What follows belongs to an exercise in optimizing a design on an open flow for small area, a short achievable clock period and few clock cycles; a production flow would make more cautious choices.
Function was checked by simulation only, so behaviour that the tests miss may differ from the original.
No activity file was given, so power comes from the tool's default toggle rates.

== lane 1 ==
==> flow/design.v (excerpt) <==
module sbf_engine (
    input  wire        clk,
    input  wire        rst,           
    input  wire        cmd_valid,
    output wire        cmd_ready,
    input  wire [31:0] cmd_word,
    input  wire [4:0]  rd_idx,
    output reg  [31:0] rd_data
);
make LEC_CHECK=0 ABC_CLOCK_PERIOD_IN_PS=5000 CAP_MARGIN=20 CORE_MARGIN=2 CORE_UTILIZATION=40 CTS_BUF_LIST=sky130_fd_sc_hd__clkbuf_16 CTS_CLUSTER_DIAMETER=70 CTS_CLUSTER_SIZE=24 SETUP_SLACK_MARGIN=4.3 SLEW_MARGIN=20 finish   # period 10.0 ns
run.sh (not shown) runs the stock make flow with config.mk's settings and CLKGATE_MAP_FILE= SYNTH_SCRIPT=/design/flow/synth_recipe.tcl, a recipe that flattens the netlist after the stock synthesis.
Testbench counts of lane 1, summed over its fixed seeds: cycles 86,415.
Inputs modified between lane 1 and lane 2:
--- a/flow/design.v
+++ b/flow/design.v
@@ -202,29 +202,29 @@
         for (k = 0; k < 8; k = k + 1) begin
             e24[k] = (chunk[8*k +: 8] == SYNC_WORD[7:0]);
             e40[k] = (chunk[8*k +: 8] == SYNC_WORD[15:8]);
         end
         for (k = 0; k < 7; k = k + 1)
             hm[k] = e24[k] & e40[k+1] & (cnt >= k + 2) & !(hfirst && k == 0);
     end
     wire       hx    = pb24 & e40[0] & !hfirst;
     wire       h_hit = hx | (hm != 7'd0);
-    reg  [8:0] h_d;
+    reg  [8:0] h_d;           
     always @(*) begin
         casez ({hx, hm})
-            8'b1???????: h_d = -9'sd9;
-            8'b0??????1: h_d = -9'sd8;
-            8'b0?????10: h_d = -9'sd7;
-            8'b0????100: h_d = -9'sd6;
-            8'b0???1000: h_d = -9'sd5;
-            8'b0??10000: h_d = -9'sd4;
-            8'b0?100000: h_d = -9'sd3;
-            default:     h_d = -9'sd2;
+            8'b1???????: h_d = 9'h1FF;
+            8'b0??????1: h_d = 9'd0;
+            8'b0?????10: h_d = 9'd1;
+            8'b0????100: h_d = 9'd2;
+            8'b0???1000: h_d = 9'd3;
+            8'b0??10000: h_d = 9'd4;
+            8'b0?100000: h_d = 9'd5;
+            default:     h_d = 9'd6;
         endcase
     end
     always @(*) begin
         case (rd_idx)
             5'd0:  rd_data = {16'd0, crc_r};
             5'd1:  rd_data = {23'd0, cur_r};
             5'd2:  rd_data = {23'd0, fill_r};
             5'd3:  rd_data = {31'd0, mode_r};
             5'd4:  rd_data = {28'd0, status_r};
@@ -536,32 +536,33 @@
                 end else begin
                     crc_r <= crc1;
                     cnt   <= cnt - 9'd1;
                     lane  <= lane + 3'd1;
                     if (cnt == 9'd1)
                         state <= 1 << S_IDLE;
                 end
             end
             if (s_hunt) begin
-                hd_r   <= h_d;
-                hfirst <= 1'b0;
-                pb24   <= e24[7];
-                tpos   <= tpos + 9'd8;
-                ppos   <= ppos + 8'd8;
-                cnt    <= cnt - 9'd8;
-                if (h_hit)
+                if (h_hit) begin
+                    hd_r     <= h_d;
                     state    <= 1 << S_HFIN;
-                else if (cnt <= 9'd8) begin
+                end else if (cnt <= 9'd8) begin
                     cur_r    <= fill_r - 9'd1;
                     avail_r  <= 9'd1;
                     pcur     <= pfill - 8'd1;
                     status_r <= ST_SYNC_NF;
                     state    <= 1 << S_IDLE;
+                end else begin
+                    hfirst <= 1'b0;
+                    pb24   <= e24[7];
+                    tpos   <= tpos + 9'd8;
+                    ppos   <= ppos + 8'd8;
+                    cnt    <= cnt - 9'd8;
                 end
             end
             if (s_hfin) begin
                 cur_r    <= tpos + hd_r;
                 pcur     <= ppos + hd_r[7:0];
                 avail_r  <= cnt - hd_r;
                 status_r <= ST_SYNC_FND;
                 state    <= 1 << S_IDLE;
             end
Results
- Across lane 2 and lane 1, the outcome is the same: a clean finish for every run.
- For lane 2, the library cell contributing the largest single delay on the critical path was a222oi_1, unlike lane 1, where it was a211oi_4.
- Lane 2 against lane 1: instance area at placement shows a reduction of 1.2%, part of the cycle the worst path needs shows an increase of 0.43 points, area taken by multi-input logic gates shows a reduction of about 2%, combinational power share shows a reduction of 16 points, arithmetic-cell share of the synthesized area counting full adders, half adders and majority gates shows no meaningful change.
- Sort lane 2 and lane 1 by count of clock-buffer cells in the layout desc -> top: lane 2
- Lower final worst slack was reported by lane 2, not lane 1.
Testbench counts of lane 2, summed over its fixed seeds: cycles 86,415.

-- afterwards: timing with drivers on the ports --
How much do the figures lean on ideal ports? The routed layouts below were timed once more, with nothing changed but the port constraints. Step 1, drivers: a clkbuf_16 drives clk and a buf_2 each remaining input, both assumed. Step 2 moves the port delays by t, midway between the first and last clock arrival at a register: inputs arrive t later, outputs are due t later. That takes back most of the time a late clock gives input paths. Three values: ideal, step 1, step 2; two values: the first two.
run | t, ns | setup WS [ns] | worst data-port slew with drivers (ns) | pins driven straight from the clock port
lane 1 | 0.966 | 4.215 / 4.034 / 3.387 | 0.19 | 1
lane 2 | 0.966 | 4.172 / 4.104 / 3.435 | 0.17 | 1
After both steps every run listed still meets setup and hold. The setup slack of lane 1, which loses most, moves by -0.181 ns with the drivers and by -0.828 ns with both steps.
